This design comes from an exercise in tuning for small area, a short achievable clock period and few clock cycles on the open sky130 flow, not from production work.
The RTL was checked by simulation tests, not by an equivalence proof against the original design.

File: flow/constraint.sdc
create_clock -name core_clock -period 10.0 [get_ports {clk}]
set_input_delay 2.0000 -clock core_clock [delete_from_list [all_inputs] [get_ports {clk}]]
set_output_delay 2.0000 -clock core_clock [all_outputs]
set_load 0.01 [all_outputs]
File: flow/config.mk
export PLATFORM = sky130hd
export DESIGN_NAME = sha2_stream
export DESIGN_NICKNAME = sha2_stream
export VERILOG_FILES = /design/flow/design.v
export SDC_FILE = /design/flow/constraint.sdc
export NUM_CORES = 4
export LEC_CHECK = 0
export CAP_MARGIN = 20
export CORE_MARGIN = 2
export CORE_UTILIZATION = 25
export PLACE_DENSITY = 0.45
export SLEW_MARGIN = 20
File: flow/run.sh
#!/bin/bash
# synth_recipe.tcl (not shown) runs the flow's synth.tcl, then flattens the netlist and writes it again
# the make line also repeats each setting of config.mk as NAME=value (left out here)
make -C /OpenROAD-flow-scripts/flow DESIGN_CONFIG=/design/flow/config.mk WORK_HOME=/design/flow/orfs CLKGATE_MAP_FILE= SYNTH_SCRIPT=/design/flow/synth_recipe.tcl finish
File: flow/design.v
module sha2_k (
    input  wire [5:0]  t,
    output reg  [31:0] k
);
    always @(*) begin
        case (t)
            6'd0:  k = 32'h428a2f98; 6'd1:  k = 32'h71374491; 6'd2:  k = 32'hb5c0fbcf; 6'd3:  k = 32'he9b5dba5;
            6'd4:  k = 32'h3956c25b; 6'd5:  k = 32'h59f111f1; 6'd6:  k = 32'h923f82a4; 6'd7:  k = 32'hab1c5ed5;
            6'd8:  k = 32'hd807aa98; 6'd9:  k = 32'h12835b01; 6'd10: k = 32'h243185be; 6'd11: k = 32'h550c7dc3;
            6'd12: k = 32'h72be5d74; 6'd13: k = 32'h80deb1fe; 6'd14: k = 32'h9bdc06a7; 6'd15: k = 32'hc19bf174;
            6'd16: k = 32'he49b69c1; 6'd17: k = 32'hefbe4786; 6'd18: k = 32'h0fc19dc6; 6'd19: k = 32'h240ca1cc;
            6'd20: k = 32'h2de92c6f; 6'd21: k = 32'h4a7484aa; 6'd22: k = 32'h5cb0a9dc; 6'd23: k = 32'h76f988da;
            6'd24: k = 32'h983e5152; 6'd25: k = 32'ha831c66d; 6'd26: k = 32'hb00327c8; 6'd27: k = 32'hbf597fc7;
            6'd28: k = 32'hc6e00bf3; 6'd29: k = 32'hd5a79147; 6'd30: k = 32'h06ca6351; 6'd31: k = 32'h14292967;
            6'd32: k = 32'h27b70a85; 6'd33: k = 32'h2e1b2138; 6'd34: k = 32'h4d2c6dfc; 6'd35: k = 32'h53380d13;
            6'd36: k = 32'h650a7354; 6'd37: k = 32'h766a0abb; 6'd38: k = 32'h81c2c92e; 6'd39: k = 32'h92722c85;
            6'd40: k = 32'ha2bfe8a1; 6'd41: k = 32'ha81a664b; 6'd42: k = 32'hc24b8b70; 6'd43: k = 32'hc76c51a3;
            6'd44: k = 32'hd192e819; 6'd45: k = 32'hd6990624; 6'd46: k = 32'hf40e3585; 6'd47: k = 32'h106aa070;
            6'd48: k = 32'h19a4c116; 6'd49: k = 32'h1e376c08; 6'd50: k = 32'h2748774c; 6'd51: k = 32'h34b0bcb5;
            6'd52: k = 32'h391c0cb3; 6'd53: k = 32'h4ed8aa4a; 6'd54: k = 32'h5b9cca4f; 6'd55: k = 32'h682e6ff3;
            6'd56: k = 32'h748f82ee; 6'd57: k = 32'h78a5636f; 6'd58: k = 32'h84c87814; 6'd59: k = 32'h8cc70208;
            6'd60: k = 32'h90befffa; 6'd61: k = 32'ha4506ceb; 6'd62: k = 32'hbef9a3f7; default: k = 32'hc67178f2;
        endcase
    end
endmodule
module sha2_round (
    input  wire [255:0] st_in,    
    input  wire [31:0]  p,
    input  wire [31:0]  q,
    output wire [255:0] st_out
);
    wire [31:0] a = st_in[255:224];
    wire [31:0] b = st_in[223:192];
    wire [31:0] c = st_in[191:160];
    wire [31:0] e = st_in[127:96];
    wire [31:0] f = st_in[95:64];
    wire [31:0] g = st_in[63:32];
    wire [31:0] big_s0 = {a[1:0], a[31:2]} ^ {a[12:0], a[31:13]} ^ {a[21:0], a[31:22]};
    wire [31:0] big_s1 = {e[5:0], e[31:6]} ^ {e[10:0], e[31:11]} ^ {e[24:0], e[31:25]};
    wire [31:0] ch     = (e & f) ^ (~e & g);
    wire [31:0] maj    = (a & b) ^ (a & c) ^ (b & c);
    wire [31:0] a_new = big_s1 + ch + p + big_s0 + maj;
    wire [31:0] e_new = big_s1 + ch + q;
    assign st_out = {a_new, st_in[255:160], e_new, st_in[127:32]};
endmodule
module sha2_stream (
    input  wire         clk,
    input  wire         rst,           
    input  wire         in_valid,
    output wire         in_ready,
    input  wire [31:0]  in_data,
    input  wire [2:0]   in_nbytes,     
    input  wire         in_last,
    input  wire         in_sha224,     
    output wire         out_valid,
    input  wire         out_ready,
    output wire [255:0] out_digest
);
    localparam integer FB = 16;        
    localparam [2:0] S_IDLE = 3'd0,    
                     S_P1   = 3'd1,    
                     S_P2   = 3'd2,    
                     S_RND  = 3'd3,
                     S_UPD  = 3'd4,
                     S_OUT  = 3'd5;
    localparam [255:0] IV_256 = {32'h6a09e667, 32'hbb67ae85, 32'h3c6ef372, 32'ha54ff53a,
                                 32'h510e527f, 32'h9b05688c, 32'h1f83d9ab, 32'h5be0cd19};
    localparam [255:0] IV_224 = {32'hc1059ed8, 32'h367cd507, 32'h3070dd17, 32'hf70e5939,
                                 32'hffc00b31, 32'h68581511, 32'h64f98fa7, 32'hbefa4fa4};
    reg [8*FB-1:0] fb;         
    reg [4:0]   cnt;           
    reg         lastin;        
    reg         first;         
    reg         nxt224;        
    reg         padz;          
    reg         lenblk;        
    reg [3:0]   widx;          
    reg [19:0]  mlen;          
    wire        data_av = (cnt >= 5'd4);
    wire        w_av    = padz | data_av | lastin;
    wire [31:0] fhead   = fb[8*FB-1 -: 32];
    reg  [31:0] padw;
    always @(*) begin
        case (cnt[1:0])
            2'd0: padw = 32'h80000000;
            2'd1: padw = {fhead[31:24], 24'h800000};
            2'd2: padw = {fhead[31:16], 16'h8000};
            default: padw = {fhead[31:8], 8'h80};
        endcase
    end
    wire        len_w  = padz & lenblk & (widx == 4'd15);
    wire [31:0] word   = padz ? (len_w ? {9'b0, mlen, 3'b0} : 32'h0)
                       : (data_av ? fhead : padw);
    reg [2:0]   state;
    reg [5:0]   t;
    reg         fin;           
    reg         got0;          
    reg         cur224;
    reg [31:0]  a, b, c, d, e, f, g, h;
    reg [31:0]  p, q;
    reg [31:0]  x [0:15];      
    reg [31:0]  ha [0:3];      
    reg [31:0]  he [0:3];
    wire in_rnd = (state == S_RND);
    wire want_s = (state == S_IDLE) | (state == S_P1) | (state == S_P2) |
                  (in_rnd & ((t <= 6'd13) | ((t == 6'd63) & ~fin))) |
                  ((state == S_UPD) & got0 & ~fin);
    wire want   = want_s | ((state == S_OUT) & out_ready);
    wire take   = want & w_av;
    wire adv    = ~(in_rnd & (t <= 6'd13) & ~w_av);    
    assign in_ready = ~lastin & ((cnt <= FB - 4) | (want_s & data_av & ~padz));
    wire        accept = in_valid & in_ready;
    wire [2:0]  nb     = (in_nbytes > 3'd4) ? 3'd4 : in_nbytes;
    wire        popd   = take & ~padz & data_av;
    wire        popz   = take & ~padz & ~data_av;    
    wire [4:0]  base   = popd ? cnt - 5'd4 : (popz ? 5'd0 : cnt);
    wire [8*FB-1:0] fsh = popd ? {fb[8*FB-33:0], 32'b0} : fb;
    reg  [8*FB-1:0] fnext;
    integer i, k;
    always @(*) begin
        fnext = fsh;
        if (accept)
            for (i = 0; i < FB; i = i + 1)
                for (k = 0; k < 4; k = k + 1)
                    if (k < nb && base + k == i)
                        fnext[8*FB-1-8*i -: 8] = in_data[31-8*k -: 8];
    end
    always @(posedge clk) begin
        fb <= fnext;
        if (rst) begin
            cnt    <= 5'd0;
            lastin <= 1'b0;
            first  <= 1'b1;
            padz   <= 1'b0;
            lenblk <= 1'b0;
            widx   <= 4'd0;
            mlen   <= 20'd0;
        end else begin
            cnt <= base + (accept ? {2'b0, nb} : 5'd0);
            if (accept) begin
                first <= in_last;
                if (first) nxt224 <= in_sha224;
                if (in_last) lastin <= 1'b1;
            end
            if (take) begin
                widx <= widx + 4'd1;
                if (padz) begin
                    if (widx == 4'd15) begin
                        if (lenblk) begin
                            padz   <= 1'b0;
                            lenblk <= 1'b0;
                            mlen   <= 20'd0;
                        end else
                            lenblk <= 1'b1;
                    end
                end else if (data_av) begin
                    mlen <= mlen + 20'd4;
                end else begin
                    mlen   <= mlen + {18'b0, cnt[1:0]};
                    padz   <= 1'b1;
                    lenblk <= (widx != 4'd14);
                    lastin <= 1'b0;
                end
            end
        end
    end
    wire [255:0] st_next;
    sha2_round u_round (
        .st_in ({a, b, c, d, e, f, g, h}),
        .p     (p),
        .q     (q),
        .st_out(st_next)
    );
    wire [5:0]  kidx = in_rnd ? t + 6'd1 : 6'd0;
    wire [31:0] k_t;
    sha2_k u_k (.t(kidx), .k(k_t));
    wire [31:0] sm_s0 = {x[1][6:0], x[1][31:7]} ^ {x[1][17:0], x[1][31:18]} ^ (x[1] >> 3);
    wire [31:0] sm_s1 = {x[14][16:0], x[14][31:17]} ^ {x[14][18:0], x[14][31:19]} ^ (x[14] >> 10);
    wire [31:0] w_sch = sm_s1 + x[9] + sm_s0 + x[0];
    wire        use_w = ~in_rnd | (t <= 6'd13) | (t == 6'd63);
    wire [31:0] x_in  = use_w ? word : w_sch;
    wire [31:0] ph = in_rnd ? g : ((state == S_UPD) ? he[2] : h);
    wire [31:0] pd = in_rnd ? c : ((state == S_UPD) ? ha[2] : d);
    wire [31:0] kw = k_t + x[15];
    wire [31:0] p_next = ph + kw;
    wire [31:0] q_next = pd + ph + kw;
    wire [31:0] sum_a = ha[3] + a;
    wire [31:0] sum_e = he[3] + e;
    wire        ring  = (in_rnd & (t >= 6'd61)) | (state == S_UPD);
    wire        start_msg = ((state == S_IDLE) | (state == S_OUT)) & take;
    wire        x_en = (in_rnd & adv) | take;
    always @(posedge clk) begin
        if (x_en) begin
            for (i = 0; i < 15; i = i + 1)
                x[i] <= x[i + 1];
            x[15] <= x_in;
        end
        if (in_rnd & adv) begin
            {a, b, c, d, e, f, g, h} <= st_next;
        end else if (state == S_UPD) begin
            {a, b, c, d} <= {sum_a, ha[0], ha[1], ha[2]};
            {e, f, g, h} <= {sum_e, he[0], he[1], he[2]};
        end else if (start_msg) begin
            {a, b, c, d, e, f, g, h} <= nxt224 ? IV_224 : IV_256;
        end
        if (ring) begin
            ha[0] <= sum_a; ha[1] <= ha[0]; ha[2] <= ha[1]; ha[3] <= ha[2];
            he[0] <= sum_e; he[1] <= he[0]; he[2] <= he[1]; he[3] <= he[2];
        end else if (start_msg) begin
            {ha[0], ha[1], ha[2], ha[3], he[0], he[1], he[2], he[3]} <= nxt224 ? IV_224 : IV_256;
        end
        if ((in_rnd & adv) | (((state == S_P2) | (state == S_UPD)) & take)) begin
            p <= p_next;
            q <= q_next;
        end
        if (start_msg)
            cur224 <= nxt224;
        if (rst) begin
            state <= S_IDLE;
            t     <= 6'd0;
            fin   <= 1'b0;
            got0  <= 1'b0;
        end else begin
            case (state)
            S_IDLE: if (take) state <= S_P2;
            S_P1:   if (take) state <= S_P2;
            S_P2:   if (take) state <= S_RND;
            S_RND: if (adv) begin
                t <= t + 6'd1;
                if (take & padz & len_w)
                    fin <= 1'b1;
                if (t == 6'd63) begin
                    got0  <= take;
                    state <= S_UPD;
                end
            end
            S_UPD: begin
                if (fin) begin
                    fin   <= 1'b0;
                    state <= S_OUT;
                end else if (!got0)
                    state <= S_P1;
                else if (take)
                    state <= S_RND;
                else
                    state <= S_P2;
            end
            S_OUT: if (out_ready) state <= take ? S_P2 : S_IDLE;
            default: state <= S_IDLE;
            endcase
        end
    end
    assign out_valid  = (state == S_OUT);
    assign out_digest = {ha[0], ha[1], ha[2], ha[3], he[0], he[1], he[2],
                         cur224 ? 32'h0 : he[3]};
endmodule
==> flow_results.xml <==
<?xml version="1.0" encoding="UTF-8"?>
<metrics>
  <group name="setup_path">
    <metric name="critical_path.n_buffers_inverters" unit="">8</metric>
    <metric name="r2r_path_start" unit="">t[0]</metric>
    <metric name="worst-r2r-cell-count" unit="">38</metric>
    <metric name="critical-path-max-stage-delay" unit="ns">0.48</metric>
    <metric name="worst_ep_required_time" unit="ns">10.60</metric>
    <metric name="cp-end-kind" unit="">register</metric>
    <metric name="arrival" unit="ns">9.64</metric>
    <metric name="cpMaxStageDelayCell" unit="">sky130_fd_sc_hd__a2111oi_0</metric>
    <metric name="critPathTopFamily" unit="">compound AO/OA/AOI/OAI gates</metric>
    <metric name="crit_path_max_fanout" unit="">12</metric>
    <metric name="worst-r2r-setup-slack" unit="ns">0.96</metric>
    <metric name="path_class" unit="">reg -&gt; reg</metric>
    <metric name="critical_path.startpoint_type" unit="">register</metric>
    <metric name="reg2reg_to" unit="">q[31]</metric>
  </group>
  <group name="synthesis">
    <metric name="post_synth_instance_area" unit="sq um">75500</metric>
    <metric name="synthArstFlopShare" unit="%">0</metric>
    <metric name="syn_inst" unit="">7186</metric>
    <metric name="synth_enable_flop_cells" unit="">1090</metric>
    <metric name="postSynthRegisterBits" unit="">1262</metric>
    <metric name="synthesis.area_per_instance" unit="sq um">10.5</metric>
    <metric name="synth_ff_type" unit="">sky130_fd_sc_hd__edfxtp_1</metric>
    <metric name="post_synth_cell_types" unit="">114</metric>
    <metric name="synth_warnings" unit="">5</metric>
    <metric name="synth_sequential_area_ratio" unit="%">47.9</metric>
    <metric name="postSynthNetCount" unit="">7703</metric>
  </group>
  <group name="hold_path">
    <metric name="hp-class" unit="">reg -&gt; reg</metric>
    <metric name="worst_hold_path_cells" unit="">0</metric>
    <metric name="hold-path-endpoint" unit="">x[9][1]</metric>
    <metric name="timing.hold.worst.start" unit="">x[10][1]</metric>
  </group>
  <group name="sta">
    <metric name="final.setup.tns" unit="ns">0</metric>
    <metric name="timing.final.hold_violations" unit="">0</metric>
    <metric name="fin_crit" unit="ns">9.04</metric>
    <metric name="slew_limit_fails" unit="">0</metric>
    <metric name="worst-slew-pin-transition" unit="ns">1.33</metric>
    <metric name="rsz_0062_raised_after_global_routing" unit="">false</metric>
    <metric name="finalSetupViolCount" unit="">0</metric>
    <metric name="timing.max_slew.rel_slack" unit="%">11.1</metric>
    <metric name="finalClockSkew" unit="ns">0.0589</metric>
    <metric name="maximum_clock_rate" unit="MHz">111</metric>
    <metric name="min_period_over_period" unit="%">90.4</metric>
  </group>
  <group name="floorplan">
    <metric name="rows" unit="">201</metric>
    <metric name="top_level_ports" unit="">299</metric>
    <metric name="die_h" unit="um">553</metric>
    <metric name="dieWidth" unit="um">553</metric>
    <metric name="initial_core_util" unit="%">25.2</metric>
    <metric name="area_of_the_core" unit="sq um">300000</metric>
    <metric name="die_area" unit="sq um">306000</metric>
  </group>
  <group name="global_route">
    <metric name="grt_first_pass_wirelength" unit="mm">425</metric>
    <metric name="grt.overflow.total" unit="">0</metric>
    <metric name="first_global_vias" unit="">57201</metric>
    <metric name="grt_use_total" unit="%">18.8</metric>
    <metric name="use_met2" unit="%">28.8</metric>
    <metric name="grt_busiest_layer" unit="">met2</metric>
    <metric name="grtUsageMet3" unit="%">2.70</metric>
    <metric name="number_of_antenna_violations_at_the_first_check_in_global_routing" unit="">16</metric>
    <metric name="grt_start_max_net_pins" unit="">185</metric>
    <metric name="global_route.usage.met1" unit="%">27.6</metric>
  </group>
  <group name="clock_tree">
    <metric name="cts-hold-fix-buffers" unit="">0</metric>
    <metric name="cts.repair_timing.setup_buffer_count" unit="">0</metric>
    <metric name="cts-htree-levels" unit="">4</metric>
    <metric name="numCtsBuffers" unit="">163</metric>
    <metric name="count_of_cells_resized_by_post_cts_repair" unit="">0</metric>
    <metric name="clock_sinks" unit="">1262</metric>
    <metric name="clk_pin_slew" unit="ns">0.06</metric>
    <metric name="tritoncts" unit="">done</metric>
    <metric name="clock_tree.root_cell" unit="">sky130_fd_sc_hd__clkbuf_16</metric>
    <metric name="clk-insertion-delay-late" unit="ns">0.86</metric>
    <metric name="cts_max_path_buffers" unit="">4</metric>
  </group>
  <group name="detailed_routing">
    <metric name="post_drt_wl_per_cell" unit="um">26.1</metric>
    <metric name="drt_first_pass_iters" unit="">6</metric>
    <metric name="first_iter_violations" unit="">5880</metric>
    <metric name="totalWireLength" unit="mm">298</metric>
    <metric name="via_per_inst" unit="">5.15</metric>
    <metric name="drc" unit="">0</metric>
    <metric name="drtAntennaViolNets" unit="">0</metric>
    <metric name="via_count" unit="">58698</metric>
  </group>
  <group name="placed_design">
    <metric name="placedCellCount" unit="">11121</metric>
    <metric name="detailed_place.area" unit="sq um">82900</metric>
    <metric name="port_buffers" unit="">298</metric>
    <metric name="globalplace.congestion" unit="">0.915</metric>
    <metric name="detailed_place_hpwl" unit="mm">216</metric>
  </group>
  <group name="cells_and_area">
    <metric name="post_route_cells_drive_above_1_share" unit="%">7.23</metric>
    <metric name="final.fill_count" unit="">31004</metric>
    <metric name="final_cell_count_no_fill" unit="">11404</metric>
    <metric name="num-nets-final" unit="">7845</metric>
    <metric name="final_design_area_no_fill" unit="sq um">88100</metric>
    <metric name="mostFrequentLayoutCells" unit="">sky130_fd_sc_hd__edfxtp_1, sky130_fd_sc_hd__nand2_1, sky130_fd_sc_hd__a21oi_1</metric>
    <metric name="flow.area_growth_from_synthesis" unit="%">16.8</metric>
    <metric name="fin_util" unit="%">29.4</metric>
    <metric name="mostFrequentLayoutCell" unit="">sky130_fd_sc_hd__edfxtp_1</metric>
  </group>
  <group name="run">
    <metric name="max_cap_violations" unit="">0</metric>
  </group>
  <group name="run_status">
    <metric name="run_status" unit="">timing/DRC/antenna clean</metric>
  </group>
</metrics>
through the flow:
stage / hold WS (ns) / setup WS, ns
after floorplan: 0.400 / 0.511
after global placement: 0.400 / 0.963
after detailed placement: 0.405 / 0.975
after CTS: 0.379 / 1.02
after global routing: 0.388 / 0.182
final: 0.386 / 0.962
sequential cells by signal, indices dropped and copies added, names as in the netlist, 128 cells and up:
name	cells
ha	128
x	512
fb	128
he	128
routing by layer:
metal	share of wire, %	vias to the layer above
met5	0.025	-
met4	2.4	12
met3	6.0	356
met2	44	2012
met1	48	29839
li1	-	26479
layout make-up:
class	instances	area (sq um)	area share (%)
repair buffers	432	4120	4.68
inverters	336	1260	1.43
flip-flops and latches	1262	36200	41.1
well taps	3958	4950	5.62
clock inverters	77	817	0.927
clock buffers	204	4340	4.92
diodes	2	5.00	0.00568
multi-input cells	5133	36500	41.4
worst max-delay path by stage:
stage,from,to,slack (ns),depth (start not counted)
after CTS,t[0],q[31],1.02,38
after floorplan,out_ready,x[0][0],0.51,6
final,t[0],q[31],0.96,38
after global routing,t[0],q[31],0.18,38
after detailed placement,state[0],q[31],0.98,36
after global placement,state[0],q[31],0.96,36
synth_stat cells, types with 48 or more instances:
| master | instances | area share (%) |
|---|---|---|
| sky130_fd_sc_hd__o22a_1 | 55 | 0.64 |
| sky130_fd_sc_hd__mux2_2 | 64 | 0.95 |
| sky130_fd_sc_hd__a31oi_1 | 102 | 0.85 |
| sky130_fd_sc_hd__o21ai_0 | 326 | 2.2 |
| sky130_fd_sc_hd__and2_1 | 80 | 0.66 |
| sky130_fd_sc_hd__a21oi_1 | 544 | 3.6 |
| sky130_fd_sc_hd__nor2_1 | 426 | 2.1 |
| sky130_fd_sc_hd__o21a_1 | 48 | 0.48 |
| sky130_fd_sc_hd__a221o_1 | 82 | 1.1 |
| sky130_fd_sc_hd__xnor2_1 | 415 | 4.8 |
| sky130_fd_sc_hd__xor2_1 | 116 | 1.3 |
| sky130_fd_sc_hd__nor2b_1 | 75 | 0.62 |
| sky130_fd_sc_hd__edfxtp_1 | 1090 | 43 |
| sky130_fd_sc_hd__ha_1 | 312 | 5.2 |
| sky130_fd_sc_hd__o211ai_1 | 55 | 0.55 |
| sky130_fd_sc_hd__clkbuf_1 | 376 | 1.9 |
| sky130_fd_sc_hd__o221ai_1 | 74 | 0.86 |
| sky130_fd_sc_hd__nand2_1 | 884 | 4.4 |
| sky130_fd_sc_hd__nand3_1 | 116 | 0.77 |
| sky130_fd_sc_hd__dfxtp_1 | 172 | 4.6 |
| sky130_fd_sc_hd__nand2b_1 | 110 | 0.91 |
| sky130_fd_sc_hd__nor3_1 | 81 | 0.54 |
| sky130_fd_sc_hd__a21o_1 | 158 | 1.6 |
| sky130_fd_sc_hd__inv_1 | 332 | 1.7 |
| sky130_fd_sc_hd__a211oi_1 | 48 | 0.48 |
| sky130_fd_sc_hd__mux2i_1 | 148 | 2.0 |
| sky130_fd_sc_hd__o22ai_1 | 71 | 0.59 |
| sky130_fd_sc_hd__fa_1 | 164 | 4.4 |
cells by family (layout without fill, tap and decap cells):
logic type,count (synthesis),count (layout),share of synthesized area [%]
xor gates and xnor gates,533,533,6.21
adders and majority gates,507,507,9.93
AOI/OAI and AO/OA,1940,1940,17.2
muxes,213,213,2.95
DFF,1262,1262,47.9
buffers and inverters,791,1049,4.06
and+or+nand+nor,1940,1940,11.7
other,0,2,0
Testbench counts, summed over its fixed seeds: cycles 128,822.

[afterwards: timing with drivers on the ports]
How much do the figures lean on ideal ports? The routed layout below was timed once more, with nothing changed but the port constraints. Step 1 sets driving cells, clkbuf_16 on the clock port and buf_2 on the other inputs (assumed; they add their load-dependent delay and slew). Step 2, shift: input delay + t, output delay - t, t = (earliest + latest rising clock arrival at the registers) / 2. This alone moves slack from input paths to output paths. a / b / c = no drivers / after step 1 / after step 2; a / b = the first two.
t, ns: 0.919
setup WS [ns]: 0.962 / 0.962 / 0.962
latest minus earliest clock arrival (ns): 0.060 / 0.060
pins driven straight from the clock port: 1
After both steps this run still meets setup and hold. For this run, drivers alone change the setup slack by 0.000 ns; drivers and shift together by 0.000 ns.
